Source: an optimization exercise on an open RTL-to-GDS flow (aim: small area). Production flows keep margins and buffers that such runs may drop. The RTL was checked by simulation tests, not by an equivalence proof against the original design. Power is estimated from default activity; no workload was simulated.

--- design/flow/design.v ---
module pfse_frdec4 (
    input  wire        clk,
    input  wire        rst,
    input  wire        in_valid,
    input  wire [31:0] in_data,
    input  wire        in_last,
    input  wire [1:0]  in_nbytes,
    output wire        out_valid,
    output wire [1:0]  out_demux,       
    output wire [11:0] out_status,      
    output wire [6:0]  out_rel_id,
    output wire        out_agg,
    output wire [31:0] out_entry_id,
    output wire [31:0] out_attr2,
    output wire [31:0] out_attr3,
    output wire [31:0] out_udp_ports,   
    output wire [31:0] out_udp_lencs,   
    output wire [15:0] out_pay_off,
    output wire [15:0] out_pay_len,
    output wire [47:0] out_dmac,
    output wire [47:0] out_smac,
    output wire [31:0] out_src_ip,
    output wire [31:0] out_dst_ip,
    output wire [3:0]  out_ihl,
    output wire [7:0]  out_proto,
    output wire [15:0] out_totlen
);
    function [19:0] rca;
        input [19:0] a;
        input [19:0] b;
        input        ci;
        integer      i;
        reg          c;
        begin
            c = ci;
            for (i = 0; i < 20; i = i + 1) begin
                rca[i] = a[i] ^ b[i] ^ c;
                c      = (a[i] & b[i]) | (a[i] & c) | (b[i] & c);
            end
        end
    endfunction
    function [39:0] csa;      
        input [19:0] a;
        input [19:0] b;
        input [19:0] c;
        begin
            csa = {(a & b) | (a & c) | (b & c), a ^ b ^ c};
        end
    endfunction
    function [17:0] acc;
        input [15:0] lo;
        input        u0;
        input        u1;
        input [15:0] wa;
        input [15:0] wb;
        reg   [39:0] cs;
        reg   [19:0] r;
        begin
            cs  = csa({4'd0, lo}, {4'd0, wa}, {4'd0, wb});
            r   = rca({4'd0, cs[15:0]}, {3'd0, cs[35:20], u0}, u1);
            acc = {r[17], r[16] | r[17], r[15:0]};
        end
    endfunction
    reg        fresh;      
    reg        fin;        
    reg [4:0]  bc;         
    wire [4:0] kb = fresh ? 5'd0 : bc;     
    wire       lastb = in_valid & in_last;
    wire       nb4 = (in_nbytes == 2'd0);   
    reg [47:0]  dmac, smac;
    reg [31:0]  sip, dip;
    reg [3:0]   ihl;
    reg [15:0]  tot;
    reg         p_rel, p_udp;
    reg [103:0] R_n;       
    reg [31:0]  bp_n;      
    reg [15:0]  bck_n;     
    reg         a_ok, b_ok;    
    reg         ipok;
    reg         g_reg;
    reg [13:0]  C;         
    reg [15:0]  A1;        
    reg         A1u0, A1u1;
    reg [15:0]  A2;
    reg         A2u0, A2u1;
    wire [7:0] l0 = in_data[31:24];
    wire [7:0] l1 = in_data[23:16];
    wire [7:0] l2 = in_data[15:8];
    wire [7:0] l3 = in_data[7:0];
    wire [19:0] kb3 = rca({15'd0, kb}, 20'hFFFFD, 1'b0);              
    wire [19:0] rkw = rca({15'd0, kb3[4:0]}, {16'hFFFF, ~ihl}, 1'b1);  
    wire [5:0]  rk  = rkw[5:0];
    wire       ph   = kb[4] | kb[3] | kb[2];           
    wire       rneg = rk[5];
    wire       rk0  = ph & (rk == 6'd0);
    wire       rk1  = ph & (rk == 6'd1);
    wire       rk2  = ph & (rk == 6'd2);
    wire       rk3  = ph & (rk == 6'd3);
    wire       rk4  = ph & (rk == 6'd4);
    wire       rk5  = ph & (rk == 6'd5);
    wire       rgt0 = ph & !rneg & (rk[4:0] != 5'd0);
    wire       rgt3 = ph & !rneg & (rk[4:2] != 3'd0);
    wire       ipph = ph & rneg;                       
    wire [19:0] Tw = rca({4'd0, tot}, {14'h3FFF, ~ihl, 2'b11}, 1'b1);
    wire [15:0] T  = Tw[15:0];
    wire        tneg = Tw[16];                         
    wire t_ge8  = |T[15:3];
    wire t_ge9  = |T[15:4] | (T[3] & |T[2:0]);
    wire t_ge21 = |T[15:5] | (T[4] & (T[3] | (T[2] & (T[1] | T[0]))));
    wire valid_b = t_ge21 & b_ok;
    wire valid_a = t_ge9 & a_ok;
    wire m_a  = rk1 | rk2;                             
    wire m_b  = rk4 | rk5;                             
    wire x_nz = m_a | m_b | !p_udp;                    
    wire kb6  = (kb == 5'd6);
    wire x_13 = m_b | (!m_a & !kb6 & valid_b);         
    wire [19:0] Xw = rca({4'd0, T}, {4'd0, {12{x_nz}}, x_nz & !x_13, x_nz & !x_13, x_nz, x_nz}, 1'b0);
    wire [15:0] X  = Xw[15:0];
    wire cmp_h = (l3 == X[15:8]);
    wire cmp_l = (l0 == X[7:0]);
    wire x3   = (tot[1:0] == 2'd3);
    wire c_ge3 = |C[13:2] | (C[1] & C[0]);
    wire c_ge2 = |C[13:1];
    wire dpos = x3 ? c_ge2 : c_ge3;
    wire dz   = x3 ? (C == 14'd1) : (C == 14'd2);
    wire [1:0] el = tot[1:0] + 2'd1;                   
    wire [3:0] dg;
    assign dg[0] = dpos | dz;
    assign dg[1] = dpos | (dz & (el != 2'd0));
    assign dg[2] = dpos | (dz & el[1]);
    assign dg[3] = dpos | (dz & (el == 2'd3));
    wire       hd  = rk1 | rk2 | rk3;                  
    wire [3:0] m1;
    assign m1[0] = in_valid & (ipph | rk0 | (hd & dg[0]));
    assign m1[1] = in_valid & (ipph | rk0 | (hd & dg[1]));
    assign m1[2] = in_valid & ((kb == 5'd3) | ipph | (hd & dg[2]));
    assign m1[3] = in_valid & ((kb == 5'd3) | ipph | ((rk1 | rk2) & dg[3]));
    wire       hs  = in_valid & rk1;                   
    wire [3:0] ps;
    assign ps[0] = (kb == 5'd7) | (kb == 5'd8);
    assign ps[1] = (kb == 5'd7) | (kb == 5'd8);
    assign ps[2] = (kb == 5'd6) | (kb == 5'd7);
    assign ps[3] = (kb == 5'd6) | (kb == 5'd7);
    wire       ud  = p_udp & rgt0;
    wire       rd  = p_rel & rgt3;
    wire [3:0] m2;
    assign m2[0] = in_valid & (ps[0] | ((ud | rd) & dg[0]));
    assign m2[1] = in_valid & (ps[1] | ((ud | rd) & dg[1]));
    assign m2[2] = in_valid & (ps[2] | ((ud | (p_udp & rk0) | rd) & dg[2]));
    assign m2[3] = in_valid & (ps[3] | ((ud | (p_udp & rk0) | rd | (p_rel & rk3)) & dg[3]));
    wire       odd2 = p_rel & (rk3 | rgt3);
    wire [7:0] a0 = m1[0] ? l0 : 8'd0;
    wire [7:0] a1 = m1[1] ? l1 : 8'd0;
    wire [7:0] a2 = m1[2] ? l2 : 8'd0;
    wire [7:0] a3 = m1[3] ? l3 : 8'd0;
    wire [15:0] w1a = {a0, a1};
    wire [15:0] w1b = {a2, a3};
    wire [7:0] b0 = m2[0] ? l0 : 8'd0;
    wire [7:0] b1 = m2[1] ? l1 : 8'd0;
    wire [7:0] b2 = m2[2] ? l2 : 8'd0;
    wire [7:0] b3 = m2[3] ? l3 : 8'd0;
    wire        use1 = p_rel & !valid_b;
    wire [15:0] a1m  = use1 ? {A1[7:0], A1[15:8]} : 16'd0;
    wire [15:0] w2a = fin ? a1m : odd2 ? {b1, b2} : (in_valid & kb6) ? X : {b0, b1};
    wire [15:0] w2b = odd2 ? {b3, b0} : {b2, b3};
    wire [15:0] a1lo = hs ? {8'd0, ~R_n[95:88]} : A1;
    wire [17:0] A1nx = acc(a1lo, A1u0 & !hs, A1u1 & !hs, w1a, w1b);
    wire [17:0] A2nx = acc(A2, A2u0, A2u1, w2a, w2b);
    wire a1_ok = (&A1[15:2]) & (A1[1] == !A1u1) & (A1[0] == !(A1u0 ^ A1u1));
    wire [19:0] bc1 = rca({15'd0, kb}, 20'd0, in_valid & (kb != 5'd31));
    wire [19:0] Cm1 = rca({6'd0, C}, 20'hFFFFF, !(in_valid & (C != 14'd0)));
    always @(posedge clk) begin
        if (rst) begin
            fresh <= 1'b1;
            fin   <= 1'b0;
        end else begin
            fin <= lastb;
            if (in_valid)
                fresh <= in_last;
        end
    end
    always @(posedge clk) begin
        bc <= bc1[4:0];
        C  <= (in_valid & (kb == 5'd4)) ? in_data[31:18] : Cm1[13:0];
    end
    always @(posedge clk) begin
        {A1u1, A1u0, A1} <= fresh ? 18'd0  : A1nx;
        {A2u1, A2u0, A2} <= fresh ? 18'd17 : A2nx;
        if (hs)
            ipok <= a1_ok;
        if (in_valid) begin
            if (kb == 5'd3) begin
                p_rel <= (in_data[31:16] == 16'h0800);
                p_udp <= (in_data[31:16] == 16'h0800);
                g_reg <= (in_data[15:12] == 4'd4) &
                         (in_data[11] | (in_data[10] & (in_data[9] | in_data[8])));
            end
            if (kb == 5'd5) begin
                g_reg <= g_reg & !in_data[29] & (in_data[28:16] == 13'd0);
                p_rel <= p_rel & (l3 == 8'd250);
                p_udp <= p_udp & (l3 == 8'd17);
            end
            if (rk1) a_ok <= cmp_h;
            if (rk2) a_ok <= a_ok & cmp_l;
            if (rk4) b_ok <= cmp_h;
            if (rk5) b_ok <= b_ok & cmp_l;
            if (in_last) begin
                g_reg <= good_now;
                if (!n24_now) begin
                    p_rel <= 1'b0;
                    p_udp <= 1'b0;
                end
            end
        end
        if (clr | (in_valid & (kb == 5'd0))) dmac[47:16] <= gd;
        if (clr | (in_valid & (kb == 5'd1))) begin
            dmac[15:0]  <= gd[31:16];
            smac[47:32] <= gd[15:0];
        end
        if (clr | (in_valid & (kb == 5'd2))) smac[31:0] <= gd;
        if (clr | (in_valid & (kb == 5'd3))) ihl <= gd[11:8];
        if (clr | (in_valid & (kb == 5'd4))) tot <= gd[31:16];
        if (clr | (in_valid & (kb == 5'd6))) sip[31:16] <= gd[15:0];
        if (clr | (in_valid & (kb == 5'd7))) begin
            sip[15:0]  <= gd[31:16];
            dip[31:16] <= gd[15:0];
        end
        if (clr | (in_valid & (kb == 5'd8))) dip[15:0] <= gd[31:16];
        if (clr | (in_valid & rk0)) R_n[103:88] <= gn[15:0];
        if (clr | (in_valid & rk1)) R_n[87:56]  <= gn;
        if (clr | (in_valid & rk2)) R_n[55:24]  <= gn;
        if (clr | (in_valid & rk3)) begin
            R_n[23:0]   <= gn[31:8];
            bp_n[31:24] <= gn[7:0];
        end
        if (clr | (in_valid & rk4)) bp_n[23:0] <= gn[31:8];
        if (clr | (in_valid & rk5)) bck_n <= gn[23:8];
    end
    wire trunc_now = dpos | (dz & !nb4 & (in_nbytes <= el));
    wire n24_now   = (kb[4:3] != 2'd0) | (kb[2:0] == 3'd7) | (kb[2:0] == 3'd6) |
                     ((kb == 5'd5) & nb4);
    wire va_now    = t_ge9  & a_ok & (!rk2 | cmp_l);
    wire vb_now    = t_ge21 & b_ok & (!rk5 | cmp_l);
    wire good_now  = (kb[4] | kb[3]) & g_reg & !tneg & !trunc_now &
                     ((p_rel & (va_now | vb_now)) | (p_udp & t_ge8));
    wire clr = lastb & !good_now;
    wire [31:0] gd = in_data & {32{!clr}};
    wire [31:0] gn = ~gd;                               
    wire c_rel   = p_rel;
    wire c_udp   = p_udp;
    wire good  = g_reg;
    wire g_rel = good & p_rel;
    wire g_udp = good & p_udp;
    wire g_b   = g_rel & valid_b;
    wire g_a   = g_rel & !valid_b;
    wire sel_b = p_rel & valid_b;
    wire [15:0] R45 = ~R_n[71:56];
    wire lenok = p_rel | (R45 == X);
    wire [15:0] ck  = ~(sel_b ? bck_n : p_rel ? R_n[47:32] : R_n[55:40]);
    wire [17:0] us   = A2nx;                                   
    wire [1:0]  hs2  = {us[17], us[16] ^ us[17]};             
    wire [1:0]  h1   = {use1 & A1u1, use1 & (A1u0 ^ A1u1)};    
    wire        z0   = (&us[15:10]) & (us[9:8] == ~h1) & (&us[7:2]) & (us[1:0] == ~hs2);
    wire        z12  = (us[15:4] == 12'd0) &
                       (us[3:0] == ((hs2 == 2'd0) ? 4'd12 : (hs2 == 2'd1) ? 4'd11 : 4'd10));
    wire        us_ok = (p_rel & valid_b) ? z12 : z0;
    wire udpok = lenok & ((ck == 16'd0) | us_ok);
    wire [11:0] status = good ? {lenok, udpok, ipok, g_b & valid_a, 1'b1, g_b,
                                 !p_rel, p_rel, 4'd0} :
                         (c_rel | c_udp) ? 12'h083 : 12'h0B0;
    wire [19:0] plw = rca({4'd0, X}, 20'hFFFF8, 1'b0);    
    wire [19:0] pow = rca({16'd0, ihl}, {16'd0, g_b, !g_b, 1'b0, !g_b}, 1'b0);
    wire [4:0]  po  = pow[4:0];                        
    assign out_valid     = fin & ~rst;
    assign out_demux     = {!c_rel, !c_udp};
    assign out_status    = status;
    assign out_rel_id    = ~(R_n[103:97] | {7{!p_rel}});
    assign out_agg       = ~(R_n[96] | !p_rel);
    assign out_entry_id  = ~(R_n[95:64] | {32{!sel_b}});
    assign out_attr2     = ~(R_n[63:32] | {32{!sel_b}});
    assign out_attr3     = ~(R_n[31:0]  | {32{!sel_b}});
    assign out_udp_ports = ~(sel_b ? bp_n : p_rel ? R_n[95:64] : R_n[103:72]);
    assign out_udp_lencs = {g_rel ? X : p_rel ? 16'd0 : R45, ck};
    assign out_pay_off   = good ? {9'd0, po, 1'b1, g_rel} : 16'd0;
    assign out_pay_len   = good ? plw[15:0] : 16'd0;
    assign out_dmac      = dmac;
    assign out_smac      = smac;
    assign out_src_ip    = sip;
    assign out_dst_ip    = dip;
    assign out_ihl       = ihl;
    assign out_proto     = {g_rel, g_rel, g_rel, good, g_rel, 1'b0, g_rel, g_udp};
    assign out_totlen    = tot;
endmodule
--- design/flow/flow/run.sh ---
#!/bin/bash
# The standard ORFS layout (standard.sh, unchanged synthesis), with two
# layout choices of its own:
#  - the port buffers use the smallest buffer cell (buf_1);
#  - the clock tree uses clkbuf_4 in small sink clusters and inserts no dummy loads.
set -euo pipefail
bash standard.sh \
  "BUFFER_PORTS_ARGS=-buffer_cell sky130_fd_sc_hd__buf_1" \
  "CTS_ARGS=-sink_clustering_enable -repair_clock_nets -dont_use_dummy_load -buf_list sky130_fd_sc_hd__clkbuf_4 -sink_clustering_size 8 -sink_clustering_max_diameter 40" \
  finish > standard_flow.log 2>&1
--- design/flow/standard.sh ---
#!/bin/bash
# synth_recipe.tcl (not shown) runs the flow's synth.tcl, then flattens the netlist and writes it again
# the make line also repeats each setting of config.mk as NAME=value (left out here)
make -C /OpenROAD-flow-scripts/flow DESIGN_CONFIG=/design/flow/config.mk WORK_HOME=/design/flow/orfs CLKGATE_MAP_FILE= SYNTH_SCRIPT=/design/flow/synth_recipe.tcl "${@:-finish}"
--- design/flow/config.mk ---
export PLATFORM = sky130hd
export DESIGN_NAME = pfse_frdec4
export DESIGN_NICKNAME = pfse_frdec4
export VERILOG_FILES = /design/flow/design.v
export SDC_FILE = /design/flow/constraint.sdc
export NUM_CORES = 4
export LEC_CHECK = 0
export CAP_MARGIN = 0
export CORE_MARGIN = 2
export CORE_UTILIZATION = 55
export SLEW_MARGIN = 0
--- design/flow/constraint.sdc ---
create_clock -name core_clock -period 24.0 [get_ports {clk}]
set_input_delay 4.8000 -clock core_clock [delete_from_list [all_inputs] [get_ports {clk}]]
set_output_delay 4.8000 -clock core_clock [all_outputs]
set_load 0.01 [all_outputs]
==> results of run 1 <==
==> final cells by class <==
type	count	area, sq um
repair buffers	479	1993
flip-flops and latches	395	11290
clock buffers	68	510.5
multi-input cells	1036	7382
diodes	6	15.01
inverters	133	499.2
well taps	461	576.8
fillers	2961	13040
==> through the flow <==
step | utilization, % | std cells | area, sq um | total power, mW
after global placement | 61.57 | 2504 | 21740 | 1.064
after floorplan | - | 1674 | 19610 | 0.9600
after CTS | 63.02 | 2572 | 22250 | 1.410
final | 63.06 | 2578 | 22270 | 1.405
after global routing | 63.03 | 2574 | 22260 | 1.462
after detailed placement | 61.57 | 2504 | 21740 | 1.067
==> tightest hold or removal path: cells and delay by family, from the launching register on <==
| kind | cells | cell delay [ns] |
|---|---|---|
| DFF | 1 | 0.36 |
| xor gates and xnor gates | 1 | 0.12 |
| AOI/OAI and AO/OA | 1 | 0.06 |
==> layout by cell type (no fill, tap or decap), types with 49 or more instances in the layout <==
cell      synthesis  final
a21oi_1          56     49
and2_1           59     58
buf_1             9    427
buf_4            26     52
clkbuf_4          0     68
dfxtp_1          57     57
edfxtp_1        338    338
fa_1             85     85
ha_1             60     60
inv_1           132    132
nand2_1         195    195
nor2_1          173    173
o21ai_0          72     72
==> per-layer routing <==
layer  GRT usage [%]  share of wire (%)  up-vias
li1                -                  -     6646
met1           48.96                 38     7598
met2           56.09                 45      988
met3           11.33                 12      187
met4           18.20                4.9        0
met5               0                  0        -
==> where the power goes <==
part	total, mW	internal, mW	switching, mW
Clock	0.349	0.130	0.219
Sequential	0.816	0.792	0.0244
Combinational	0.240	0.0724	0.167
==> worst paths after layout <==
| check | cells after the start | slack [ns] | to |
|---|---|---|---|
| worst max-delay path | 52 | 4.21 | out_status[10] |
| worst min-delay path | 2 | 0.57 | C[13]$_DFF_P_ |
| worst max register to register | 48 | 10.74 | A2u1$_SDFF_PP0_ |
| worst min register to register | 2 | 0.57 | C[13]$_DFF_P_ |
==> kinds of logic after synthesis <==
kind of cell	count (synthesis)	synth area share, %
XOR/XNOR	43	2.021
flip-flops	395	57.71
AND/OR/NAND/NOR	606	14.89
multiplexers	2	0.1087
buffers and inverters	243	5.237
adder cells (fa/ha/maj)	145	12.53
AO/OA/AOI/OAI	227	7.469
other	2	0.03838
==> Yosys cell counts, drive strengths merged (8+ instances only) <==
| cell | n | area [sq um] |
|---|---|---|
| edfxtp | 338 | 10150 |
| nand2 | 195 | 732.0 |
| nor2 | 173 | 649.4 |
| inv | 132 | 495.5 |
| fa | 85 | 1702 |
| o21ai | 74 | 370.4 |
| clkbuf | 65 | 246.5 |
| ha | 60 | 750.7 |
| and2 | 59 | 369.1 |
| dfxtp | 57 | 1141 |
| a21oi | 56 | 280.3 |
| nand3 | 49 | 250.2 |
| buf | 45 | 279.0 |
| nor2b | 26 | 162.7 |
| nand4 | 24 | 150.1 |
| xnor2 | 22 | 211.5 |
| xor2 | 21 | 183.9 |
| a22oi | 19 | 142.6 |
| nor4 | 15 | 108.9 |
| and3 | 14 | 87.58 |
| a211oi | 11 | 87.58 |
| nor3 | 11 | 71.32 |
| a221oi | 10 | 87.58 |
| o221a | 8 | 90.09 |
==> flow_summary.json, run 1 <==
{
  "status": "no timing/DRC/antenna violations",
  "cts-root-buf": "clkbuf_4",
  "rows": 69,
  "yosys_warnings": 1,
  "grt_max_degree": 109,
  "synth_edf_count": 338,
  "reg2reg_from": "ihl[0]$_DFFE_PP_",
  "layout.nets": 2296,
  "hpwl_microns": 50740,
  "num_vias": 15420,
  "cts_buffers": 68,
  "overflow": 0,
  "port_buffers": 427,
  "hp-start": "C[13]$_DFF_P_",
  "die_w_microns": 192.6,
  "layout_top_registers": "R_n: 104 flops, dmac: 48 flops, smac: 48 flops",
  "synth-main-ff-cell": "edfxtp_1",
  "start_util_pct": 55.41,
  "yosys.cell_types.count": 76,
  "cts_sinks": 395,
  "critPathLaunch": "ihl[0]$_DFFE_PP_",
  "maxCapViolCount": 0,
  "die_h_microns": 192.6,
  "final_antenna_net_count": 0,
  "max_freq_ghz": 0.05052,
  "cp-start-kind": "register",
  "cts_resized": 0,
  "die-area_sq_mm": 0.03710,
  "grt_antenna_before_repair": 5,
  "final.setup.tns_ns": 0,
  "slew_headroom_pct": 23.01,
  "hp-class": "register to register",
  "hold_viol": 0,
  "fin_crit_sh_pct": 82.47,
  "async_reset_ff_share_pct": 0,
  "hold_buffers": 0,
  "cp_top_family": "adder cells",
  "finalSetupViolCount": 0,
  "drc_errors": 0,
  "drive_gt1_share_pct": 7.437,
  "dpl_worst_slack_ns": 5.156,
  "finalMaxSlewViolations": 0,
  "drt-initial-drc-count": 1777,
  "finalWorstSetupSlack_ns": 4.207,
  "cts_tree": "built",
  "synthCells": 1663,
  "cp.required_ns": 19.20,
  "crit_slowest_cell": "and2_2",
  "clock_latency_ns": 0.78,
  "largest_register_ffs": 104,
  "arrival_ns": 14.99,
  "grt_pass1_wl_microns": 96010,
  "cp_common_cell": "fa_1",
  "syn-mean-instance-area_sq_um": 11.77,
  "cpPeakStageDelay_ns": 0.98,
  "max-clock-path-buffers": 3,
  "critical_path_class": "register to primary output",
  "wl_microns": 69230,
  "worst_slew_pin_slew_ns": 1.152,
  "ys_seq_area_share_pct": 57.71,
  "ir_drop_v": 0.00004856,
  "place.gp.congestion": 0.9710,
  "p_per_area_mw_per_mm2": 63.10,
  "syn_area_sq_mm": 0.01957,
  "coreArea_sq_mm": 0.03531,
  "path_buf_inv": 8,
  "skew_ns": 0.06091,
  "path_max_fanout": 49,
  "via_per_inst": 5.981,
  "leakagePower_nw": 8.381,
  "htreeDepth": 3,
  "syn_to_final_growth_pct": 13.81,
  "yosys_register_bits": 395,
  "grt_usage_pct": 37.12,
  "period_minus_slack_ns": 19.79,
  "finalHoldWorstSlack_ns": 0.5749,
  "grt_pass1_vias": 14510,
  "rsz0062_at_grt": "no",
  "num_io_pins": 441,
  "dr.pass1.iters": 6,
  "worst_setup_path_end_kind": "primary output",
  "clk_pin_slew_ns": 0.09,
  "drt-wirelength-per-cell_microns": 26.85,
  "postCtsSetupBuffers": 0,
  "largest-register": "R_n"
}
==> run 2: changes to the inputs <==
--- a/design/flow/config.mk
+++ b/design/flow/config.mk
@@ -7,5 +7,5 @@
 export LEC_CHECK = 0
-export CAP_MARGIN = 0
+export CAP_MARGIN = 20
 export CORE_MARGIN = 2
 export CORE_UTILIZATION = 55
-export SLEW_MARGIN = 0
+export SLEW_MARGIN = 20
==> run 2 against run 1 <==
Final area did not move. Wire length hardly changed. Sequential cell count did not move. Global-route usage is the same. Non-clock buffer count stayed put. Sequential share of layout area unchanged.
==> flow_summary.json, run 2 <==
{
  "status": "no timing/DRC/antenna violations",
  "yosys_register_bits": 395,
  "num_io_pins": 441,
  "overflow": 0,
  "ir_drop_v": 0.00004850,
  "rsz0062_at_grt": "no",
  "finalWorstSetupSlack_ns": 4.154,
  "grt_usage_pct": 37.12,
  "cpPeakStageDelay_ns": 0.99,
  "synthCells": 1663,
  "die_h_microns": 192.6,
  "rows": 69,
  "yosysTopAreaCell": "edfxtp_1",
  "fin_crit_sh_pct": 82.69,
  "slew_headroom_pct": 26.95,
  "drt-wirelength-per-cell_microns": 26.86,
  "cp.required_ns": 19.20,
  "synth_common_cells": "338 x edfxtp_1, 195 x nand2_1, 173 x nor2_1, 132 x inv_1, 85 x fa_1",
  "layout_top_registers": "R_n: 104 flops, dmac: 48 flops, smac: 48 flops",
  "crit_slowest_cell": "and2_2",
  "synth-main-ff-cell": "edfxtp_1",
  "postCtsSetupBuffers": 0,
  "final_antenna_net_count": 0,
  "port_buffers": 427,
  "synthAdderAreaFrac_pct": 12.53,
  "grt_antenna_before_repair": 5,
  "hold_buffers": 0,
  "p_per_area_mw_per_mm2": 63.09,
  "largest_register_ffs": 104,
  "synthXorXnorAreaFrac_pct": 2.021,
  "final.setup.tns_ns": 0,
  "arrival_ns": 15.05,
  "synth-simple-area-share_pct": 14.89,
  "ys_seq_area_share_pct": 57.71,
  "finalMaxSlewViolations": 0,
  "layout.nets": 2296,
  "drc_errors": 0,
  "via_per_inst": 5.965,
  "hp-class": "register to register",
  "yosys.cell_types.count": 76,
  "start_util_pct": 55.41,
  "cts_sinks": 395,
  "worst_slew_pin_slew_ns": 1.096,
  "dpl_worst_slack_ns": 5.156,
  "hold_viol": 0,
  "muxShareOfSynthArea_pct": 0.1087,
  "finalSetupViolCount": 0,
  "async_reset_ff_share_pct": 0,
  "syn-mean-instance-area_sq_um": 11.77,
  "clock_latency_ns": 0.78,
  "largest-register": "R_n",
  "critical_path_class": "register to primary output",
  "grt_max_degree": 109,
  "design_area_sq_mm": 0.02227,
  "drt-initial-drc-count": 1776,
  "cp_common_cell": "fa_1",
  "clk_pin_slew_ns": 0.09,
  "max-clock-path-buffers": 3,
  "cts_tree": "built",
  "placedInstanceArea_sq_mm": 0.02174,
  "cp-start-kind": "register",
  "synth-compound-area-share_pct": 7.469,
  "max_freq_ghz": 0.05039,
  "wl_microns": 69210,
  "worst_setup_path_end_kind": "primary output",
  "final_common_cell": "buf_1",
  "period_minus_slack_ns": 19.85,
  "skew_ns": 0.06440,
  "num_vias": 15370,
  "cts_resized": 0,
  "dr.pass1.iters": 7,
  "synth_top_family_by_area": "simple AND/OR/NAND/NOR gates",
  "grt_pass1_vias": 14510,
  "die-area_sq_mm": 0.03710,
  "htreeDepth": 3,
  "yosys_warnings": 1,
  "maxCapViolCount": 0,
  "syn_area_sq_mm": 0.01957,
  "cts-root-buf": "clkbuf_4",
  "leakagePower_nw": 8.381,
  "post-synth-top-count-cell": "edfxtp_1",
  "final_util_pct": 63.06,
  "syn_to_final_growth_pct": 13.81,
  "place.gp.congestion": 0.9710,
  "drive_gt1_share_pct": 7.485,
  "cts_buffers": 68,
  "synth_edf_count": 338,
  "grt_pass1_wl_microns": 96010,
  "final_cell_mix": "427 x buf_1, 338 x edfxtp_1, 194 x nand2_1",
  "path_max_fanout": 49,
  "hpwl_microns": 50740,
  "coreArea_sq_mm": 0.03531,
  "synth.top_cell.area_share_pct": 51.87,
  "synth.area.top_cells": "edfxtp_1 52%, fa_1 8.7%, dfxtp_1 5.8%",
  "die_w_microns": 192.6
}
[run 2: cell counts after synthesis]
Identical to the previous run, type by type.
[run 2: per-stage QoR]
stage,total power [mW],hold slack (ns),cells
global placement,1.064,0.5542,2504
floorplan,0.9600,0.5347,1674
global route,1.462,0.5913,2574
detailed placement,1.067,0.5602,2504
CTS,1.410,0.5787,2572
finish,1.405,0.5745,2577
[run 2: kinds of logic (layout without fill, tap and decap cells)]
group | after synthesis | in the layout
XOR/XNOR | 43 | 43
multiplexers | 2 | 2
AND/OR/NAND/NOR | 606 | 606
adder cells (fa/ha/maj) | 145 | 145
other | 2 | 18
AO/OA/AOI/OAI | 227 | 227
flip-flops | 395 | 395
buffers and inverters | 243 | 680
[run 2: worst max-delay path, delay by kind of cell (launching register included)]
family / cells / cell delay [ns]
fa+ha+maj: 31 / 9.20
compound gates: 8 / 2.15
simple gates: 4 / 1.56
buf+inv: 8 / 0.69
flops: 1 / 0.46
xor+xnor: 1 / 0.22
[run 2: cell type report]
type	instances	area, sq um
Tap cell	461	576.8
Timing Repair Buffer	479	1993
Sequential cell	395	11290
Clock buffer	68	510.5
Multi-Input combinational cell	1036	7385
Antenna cell	5	12.51
Fill cell	2964	13040
Inverter	133	499.2
[run 2: power by group]
| part | internal (mW) | switching, mW |
|---|---|---|
| logic | 0.0723 | 0.167 |
| registers | 0.792 | 0.0245 |
| clock network | 0.130 | 0.219 |
[run 2: worst paths after layout]
check / start / to / cells past startpoint / slack [ns]
setup / recovery: ihl[0]$_DFFE_PP_ / out_status[10] / 52 / 4.15
setup reg to reg: ihl[0]$_DFFE_PP_ / A2u1$_SDFF_PP0_ / 48 / 10.70
hold reg to reg: C[13]$_DFF_P_ / C[13]$_DFF_P_ / 2 / 0.57
hold / removal: C[13]$_DFF_P_ / C[13]$_DFF_P_ / 2 / 0.57
[run 2: per-layer routing]
metal	GRT usage (%)	share of wire, %
met1	48.96	37
met2	56.09	45
met3	11.33	12
met4	18.20	5.2
met5	0	0
==> run 3: changes to the inputs <==
--- a/design/flow/design.v
+++ b/design/flow/design.v
@@ -114,4 +114,3 @@
     wire x_nz = m_a | m_b | !p_udp;                    
-    wire kb6  = (kb == 5'd6);
-    wire x_13 = m_b | (!m_a & !kb6 & valid_b);         
+    wire x_13 = m_b | (!m_a & valid_b);                
     wire [19:0] Xw = rca({4'd0, T}, {4'd0, {12{x_nz}}, x_nz & !x_13, x_nz & !x_13, x_nz, x_nz}, 1'b0);
@@ -163,4 +162,4 @@
     wire [15:0] a1m  = use1 ? {A1[7:0], A1[15:8]} : 16'd0;
-    wire [15:0] w2a = fin ? a1m : odd2 ? {b1, b2} : (in_valid & kb6) ? X : {b0, b1};
-    wire [15:0] w2b = odd2 ? {b3, b0} : {b2, b3};
+    wire [15:0] w2a = fin ? a1m : odd2 ? {b1, b2} : {b0, b1};
+    wire [15:0] w2b = fin ? X   : odd2 ? {b3, b0} : {b2, b3};
     wire [15:0] a1lo = hs ? {8'd0, ~R_n[95:88]} : A1;
@@ -259,9 +258,6 @@
     wire [15:0] ck  = ~(sel_b ? bck_n : p_rel ? R_n[47:32] : R_n[55:40]);
-    wire [17:0] us   = A2nx;                                   
+    wire [17:0] us   = A2nx;
     wire [1:0]  hs2  = {us[17], us[16] ^ us[17]};             
     wire [1:0]  h1   = {use1 & A1u1, use1 & (A1u0 ^ A1u1)};    
-    wire        z0   = (&us[15:10]) & (us[9:8] == ~h1) & (&us[7:2]) & (us[1:0] == ~hs2);
-    wire        z12  = (us[15:4] == 12'd0) &
-                       (us[3:0] == ((hs2 == 2'd0) ? 4'd12 : (hs2 == 2'd1) ? 4'd11 : 4'd10));
-    wire        us_ok = (p_rel & valid_b) ? z12 : z0;
+    wire        us_ok = (&us[15:10]) & (us[9:8] == ~h1) & (&us[7:2]) & (us[1:0] == ~hs2);
     wire udpok = lenok & ((ck == 16'd0) | us_ok);
==> run 3 against run 2 <==
Still clean on timing, DRC and antenna. Non-clock buffer count is 3 higher. Clock power fell by 7.4%. Clock skew is 0.049 ns higher. Total power decreased by 2.9%. Combinational power decreased by 3%. First-iteration DRC count down 6.1%. Count of clock-buffer cells in the layout shrank 9. Wire length shrank 1.9%. Sequential share of layout area increased by 0.41 points. Worst hold slack got worse by 0.0024 ns. Final area fell by 0.80%. Critical path type unchanged. Critical endpoint unchanged.
==> flow_summary.json, run 3 <==
{
  "muxShareOfSynthArea_pct": 0.05143,
  "die-area_sq_mm": 0.03691,
  "largest-register": "R_n",
  "fin_crit_sh_pct": 80.16,
  "overflow": 0,
  "grt_pass1_wl_microns": 95630,
  "hpwl_microns": 49400,
  "dpl_worst_slack_ns": 5.164,
  "p_total_mw": 1.364,
  "yosys.cell_types.count": 78,
  "clock_latency_ns": 0.78,
  "drt-wirelength-per-cell_microns": 26.99,
  "synth_edf_count": 338,
  "finalSetupViolCount": 0,
  "drc_errors": 0,
  "synthXorXnorAreaFrac_pct": 2.077,
  "cpPeakStageDelay_ns": 0.74,
  "synthCells": 1612,
  "hold_buffers": 0,
  "port_buffers": 427,
  "drt-initial-drc-count": 1668,
  "syn_area_sq_mm": 0.01946,
  "crit_slowest_cell": "a2111o_1",
  "postCtsSetupBuffers": 0,
  "period_minus_slack_ns": 19.24,
  "synth_top_family_by_area": "simple AND/OR/NAND/NOR gates",
  "die_h_microns": 192.1,
  "layout_top_registers": "R_n: 104 flops, dmac: 48 flops, smac: 48 flops",
  "path_buf_inv": 11,
  "finalWorstSetupSlack_ns": 4.762,
  "design_area_sq_mm": 0.02209,
  "cts_sinks": 395,
  "finalHoldWorstSlack_ns": 0.5720,
  "grt_pass1_vias": 14220,
  "cts_buffers": 59,
  "final_antenna_net_count": 0,
  "max_freq_ghz": 0.05198,
  "synth.top_cell.area_share_pct": 52.15,
  "hold_viol": 0,
  "place.gp.congestion": 0.9788,
  "yosys_register_bits": 395,
  "layout.nets": 2240,
  "num_vias": 15030,
  "yosys_warnings": 1,
  "synth.area.top_cells": "edfxtp_1 52%, fa_1 8.7%, dfxtp_1 5.9%",
  "skew_ns": 0.1137,
  "slew_headroom_pct": 31.92,
  "start_util_pct": 56.07,
  "synth-simple-area-share_pct": 14.44,
  "place_inst": 2452,
  "die_w_microns": 192.1,
  "syn_to_final_growth_pct": 13.49,
  "rows": 68,
  "placedInstanceArea_sq_mm": 0.02163,
  "worst_slew_pin_slew_ns": 1.021,
  "synth-main-ff-cell": "edfxtp_1",
  "grt_max_degree": 97,
  "cp_top_family": "adder cells",
  "p_per_area_mw_per_mm2": 61.76,
  "via_per_inst": 5.980,
  "synth-compound-area-share_pct": 7.168,
  "status": "no timing/DRC/antenna violations",
  "hp-class": "register to register",
  "ys_seq_area_share_pct": 58.01,
  "dr.pass1.iters": 8,
  "coreArea_sq_mm": 0.03471,
  "worst_setup_path_end_kind": "primary output",
  "largest_register_ffs": 104,
  "critical_path_class": "register to primary output",
  "cts_tree": "built",
  "final_common_cell": "buf_1",
  "post-synth-top-count-cell": "edfxtp_1",
  "syn-mean-instance-area_sq_um": 12.07,
  "finalMaxSlewViolations": 0,
  "grt_usage_pct": 36.63,
  "path_max_fanout": 20,
  "final_cell_mix": "427 x buf_1, 338 x edfxtp_1, 164 x nand2_1",
  "grt_antenna_before_repair": 7,
  "cts-root-buf": "clkbuf_4",
  "num_io_pins": 441,
  "clk_pin_slew_ns": 0.09,
  "synth_common_cells": "338 x edfxtp_1, 165 x nand2_1, 162 x nor2_1, 145 x inv_1, 85 x fa_1",
  "leakagePower_nw": 8.424,
  "cp.required_ns": 19.20,
  "async_reset_ff_share_pct": 0,
  "wl_microns": 67860,
  "arrival_ns": 14.44,
  "maxCapViolCount": 0,
  "drive_gt1_share_pct": 7.539,
  "htreeDepth": 2,
  "regToRegSetupSlack_ns": 11.25,
  "synthAdderAreaFrac_pct": 12.54,
  "max-clock-path-buffers": 3,
  "yosysTopAreaCell": "edfxtp_1",
  "rsz0062_at_grt": "no",
  "final_util_pct": 63.63,
  "final.setup.tns_ns": 0,
  "cp_common_cell": "fa_1",
  "ir_drop_v": 0.00004280,
  "cp-start-kind": "register",
  "cts_resized": 0,
  "fin_cells": 2514
}
## run 3: layout make-up
type                       instances  area, sq um
inverter                         147        551.8
antenna                            3        7.507
multi-input combinational        973         7211
tap                              455        569.3
timing repair buffer             482         2016
fill                            2854        12620
clock buffer                      59        442.9
sequential                       395        11290
## run 3: path summary, 6_finish.rpt
path	start	end	depth (start not counted)
hold reg to reg	C[7]$_DFF_P_	C[7]$_DFF_P_	3
setup / recovery	ihl[0]$_DFFE_PP_	out_status[10]	53
hold / removal	C[7]$_DFF_P_	C[7]$_DFF_P_	3
setup reg to reg	ihl[0]$_DFFE_PP_	A2[15]$_SDFF_PP0_	47
## run 3: power by group
part | switching [mW] | internal (mW)
Combinational | 0.163 | 0.0698
Sequential | 0.0209 | 0.788
Clock | 0.211 | 0.112
Total | 0.395 | 0.970
## run 3: layer usage
metal | global-route usage [%] | up-vias | routed length [microns]
met1 | 50.54 | 7410 | 25680
li1 | - | 6455 | -
met2 | 56.61 | 1010 | 31350
met4 | 15.12 | 2 | 2909
met5 | 0 | - | 12
met3 | 8.167 | 156 | 7913
## run 3: logic make-up (layout without fill, tap and decap cells)
group           Yosys count  in the layout
flops                   395            395
fa+ha+maj               144            144
other cells               2             16
compound gates          203            203
xor+xnor                 44             44
simple gates            568            568
mux                       1              1
buf+inv                 255            688
## run 3: worst register-to-register path, delay by kind of cell, from the launching register on
family / cells / cell delay (ns)
simple gates: 5 / 0.75
compound gates: 3 / 1.20
buf+inv: 9 / 0.71
flops: 1 / 0.47
fa+ha+maj: 30 / 9.52
==> run 4: changes to the inputs <==
--- a/design/flow/config.mk
+++ b/design/flow/config.mk
@@ -9,3 +9,3 @@
 export CORE_MARGIN = 2
-export CORE_UTILIZATION = 55
+export CORE_UTILIZATION = 65
 export SLEW_MARGIN = 20
==> run 4 against run 3 <==
Clock power about the same. First-iteration DRC count is 38% higher. Via count is 2.3% higher. Register-to-register slack better by 0.16 ns. Utilization increased by 11 points. Synthesized area is the same. Final area shrank 0.36%. Critical path depth is the same. Total power is essentially flat.
==> flow_summary.json, run 4 <==
{
  "reg2reg_to": "A2[15]$_SDFF_PP0_",
  "synth_common_cells": "338 x edfxtp_1, 165 x nand2_1, 162 x nor2_1, 145 x inv_1, 85 x fa_1",
  "grt_usage_pct": 41.61,
  "final_antenna_net_count": 0,
  "internal_power_uw": 970.2,
  "yosysTopAreaCell": "edfxtp_1",
  "synthCells": 1612,
  "yosys_register_bits": 395,
  "pwr-share-seq_pct": 59.3,
  "finalSetupViolCount": 0,
  "port_buffers": 427,
  "post-synth-top-count-cell": "edfxtp_1",
  "start_util_pct": 65.84,
  "cp_common_cell": "fa_1",
  "critical_path_class": "register to primary output",
  "cts-root-buf": "clkbuf_4",
  "hp-class": "register to register",
  "switchingPower_uw": 393.1,
  "die_h_microns": 177.0,
  "whs_path_depth": 3,
  "hold_buffers": 0,
  "num_vias": 15390,
  "layout.nets": 2238,
  "rsz0062_at_grt": "no",
  "cpPeakStageDelay_ns": 0.71,
  "clk_pin_slew_ns": 0.09,
  "cts_sinks": 395,
  "drt-wirelength-per-cell_microns": 26.88,
  "coreArea_sq_mm": 0.02956,
  "status": "no timing/DRC/antenna violations",
  "grt_antenna_before_repair": 3,
  "overflow": 0,
  "finalMaxSlewViolations": 0,
  "netSwitchingFraction_pct": 28.83,
  "reg2reg_from": "ihl[0]$_DFFE_PP_",
  "final.setup.tns_ns": 0,
  "path_max_fanout": 20,
  "yosys_warnings": 1,
  "cp-start-kind": "register",
  "maxCapViolCount": 0,
  "yosys.cell_types.count": 78,
  "pwr-share-clk_pct": 23.6,
  "p_total_mw": 1.363,
  "largest-register": "R_n",
  "power_frac_comb_pct": 17.1,
  "syn_to_final_growth_pct": 13.09,
  "hp-start": "C[9]$_DFF_P_",
  "max_freq_ghz": 0.05285,
  "period_minus_slack_ns": 18.92,
  "via_per_inst": 6.285,
  "worst_slew_pin_slew_ns": 1.029,
  "ys_seq_area_share_pct": 58.01,
  "grt_pass1_vias": 14410,
  "crit_slowest_cell": "a2111o_1",
  "grt_pass1_wl_microns": 93230,
  "die_w_microns": 177.0,
  "cts_resized": 0,
  "worst_setup_path_end_kind": "primary output",
  "final_util_pct": 74.46,
  "largest_register_ffs": 104,
  "final_cell_mix": "427 x buf_1, 338 x edfxtp_1, 164 x nand2_1",
  "slew_headroom_pct": 31.42,
  "postCtsSetupBuffers": 0,
  "cts_buffers": 59,
  "dr.pass1.iters": 12,
  "syn-mean-instance-area_sq_um": 12.07,
  "p_per_area_mw_per_mm2": 61.94,
  "synth.area.top_cells": "edfxtp_1 52%, fa_1 8.7%, dfxtp_1 5.9%",
  "syn_area_sq_mm": 0.01946,
  "leakagePower_nw": 8.423,
  "min_to": "C[9]$_DFF_P_",
  "fillers": 2081,
  "grt_max_degree": 97,
  "final_common_cell": "buf_1",
  "ir_drop_v": 0.00006055,
  "async_reset_ff_share_pct": 0,
  "drc_errors": 0,
  "cp.required_ns": 19.20,
  "hpwl_microns": 47900,
  "rows": 63,
  "wl_microns": 65800,
  "clock_latency_ns": 0.75,
  "r2r_cells": 47,
  "place.gp.congestion": 0.9929,
  "layout_top_registers": "R_n: 104 flops, dmac: 48 flops, smac: 48 flops",
  "num_io_pins": 441,
  "synth_edf_count": 338,
  "drive_gt1_share_pct": 7.400,
  "synth.top_cell.area_share_pct": 52.15,
  "arrival_ns": 14.12,
  "regToRegSetupSlack_ns": 11.41,
  "synth-main-ff-cell": "edfxtp_1",
  "max-clock-path-buffers": 3,
  "fin_crit_sh_pct": 78.85,
  "hold_viol": 0,
  "die-area_sq_mm": 0.03134,
  "skew_ns": 0.08662,
  "cts_tree": "built",
  "drt-initial-drc-count": 2308,
  "htreeDepth": 2
}
run 4: cell counts after synthesis:
No cell type changed its count.
run 4: worst max path at each step:
stage	startpoint	slack, ns	depth (start not counted)	to
6_report	ihl[0]$_DFFE_PP_	5.08	53	out_status[10]
5_1_grt	ihl[0]$_DFFE_PP_	4.49	52	out_status[10]
4_1_cts	ihl[0]$_DFFE_PP_	5.12	53	out_status[10]
3_5_place_dp	in_valid	5.53	34	out_status[10]
3_3_place_gp	in_valid	5.59	34	out_status[10]
2_1_floorplan	in_valid	6.59	32	out_status[10]
run 4: metrics by stage:
stage               cells  cell area (sq um)  worst slack, ns  hold WS, ns
detailed placement   2384              21520            5.525       0.5706
finish               2448              22010            5.077       0.5855
floorplan            1623              19500            6.590       0.5345
CTS                  2443              21960            5.119       0.5842
global route         2445              22000            4.490       0.6255
global placement     2384              21520            5.588       0.5487
run 4: power groups by stage:
stage	clock network [mW]	logic (mW)	registers, mW
floorplan	0	0.125	0.825
global placement	0	0.222	0.821
detailed placement	0	0.226	0.823
CTS	0.322	0.227	0.807
global route	0.348	0.247	0.811
finish	0.322	0.233	0.808
run 4: routing by layer:
metal  up-vias  track usage [%]  part of all wire [%]
met4         2            18.97                   4.8
met1      7427            56.49                    35
li1       6453                -                     -
met5         -                0                 0.020
met3       223            9.794                    13
met2      1281            64.41                    47
run 4: final cells by class:
type | instances | area, sq um | share of cell area [%]
Inverter | 147 | 551.8 | 2.507
Clock buffer | 59 | 442.9 | 2.012
Sequential cell | 395 | 11290 | 51.30
Multi-Input combinational cell | 973 | 7206 | 32.74
Tap cell | 390 | 488.0 | 2.217
Timing Repair Buffer | 480 | 2021 | 9.181
Antenna cell | 4 | 10.01 | 0.04548
run 4: logic make-up (layout without fill, tap and decap cells):
kind of cell               Yosys count  count (layout)  share of synthesized area (%)
and+or+nand+nor                    568             568                          14.44
adders and majority gates          144             144                          12.54
DFF                                395             395                          58.01
AOI/OAI and AO/OA                  203             203                          7.168
muxes                                1               1                        0.05143
other                                2              17                        0.03859
xor gates and xnor gates            44              44                          2.077
buffers and inverters              255             686                          5.677
run 4: critical path, delay by kind of cell (launching register included):
family	cells	cell delay, ns
buffers and inverters	11	0.84
adder cells (fa/ha/maj)	31	9.46
flip-flops	1	0.47
XOR/XNOR	1	0.13
AND/OR/NAND/NOR	5	0.92
AO/OA/AOI/OAI	5	1.59

## afterwards: timing with drivers on the ports
No port has a modelled driver above. Below, the same layouts with a new extraction and two added sets of constraints.
Step 1, drivers: a clkbuf_16 drives clk and a buf_2 each remaining input, both assumed.
Step 2, shift: input delay + t, output delay - t, t = (earliest + latest rising clock arrival at the registers) / 2. This alone moves slack from input paths to output paths.
Slacks: no drivers / after step 1 / after step 2; pairs: no drivers / after step 1.
| run | t, ns | setup slack, ns | hold WS [ns] | worst setup path at the end | worst register clock-pin slew, ns |
|---|---|---|---|---|---|
| run 1 | 0.801 | 4.207 / 4.158 / 4.959 | 0.575 / 0.575 / 0.575 | register to output | 0.10 / 0.10 |
| run 2 | 0.792 | 4.154 / 4.106 / 4.898 | 0.574 / 0.574 / 0.574 | register to output | 0.09 / 0.09 |
| run 3 | 0.774 | 4.762 / 4.709 / 4.937 | 0.572 / 0.572 / 0.572 | input to output | 0.10 / 0.10 |
| run 4 | 0.760 | 5.077 / 5.027 / 5.338 | 0.586 / 0.586 / 0.586 | input to output | 0.10 / 0.10 |
After both steps setup and hold are still met in every run listed.
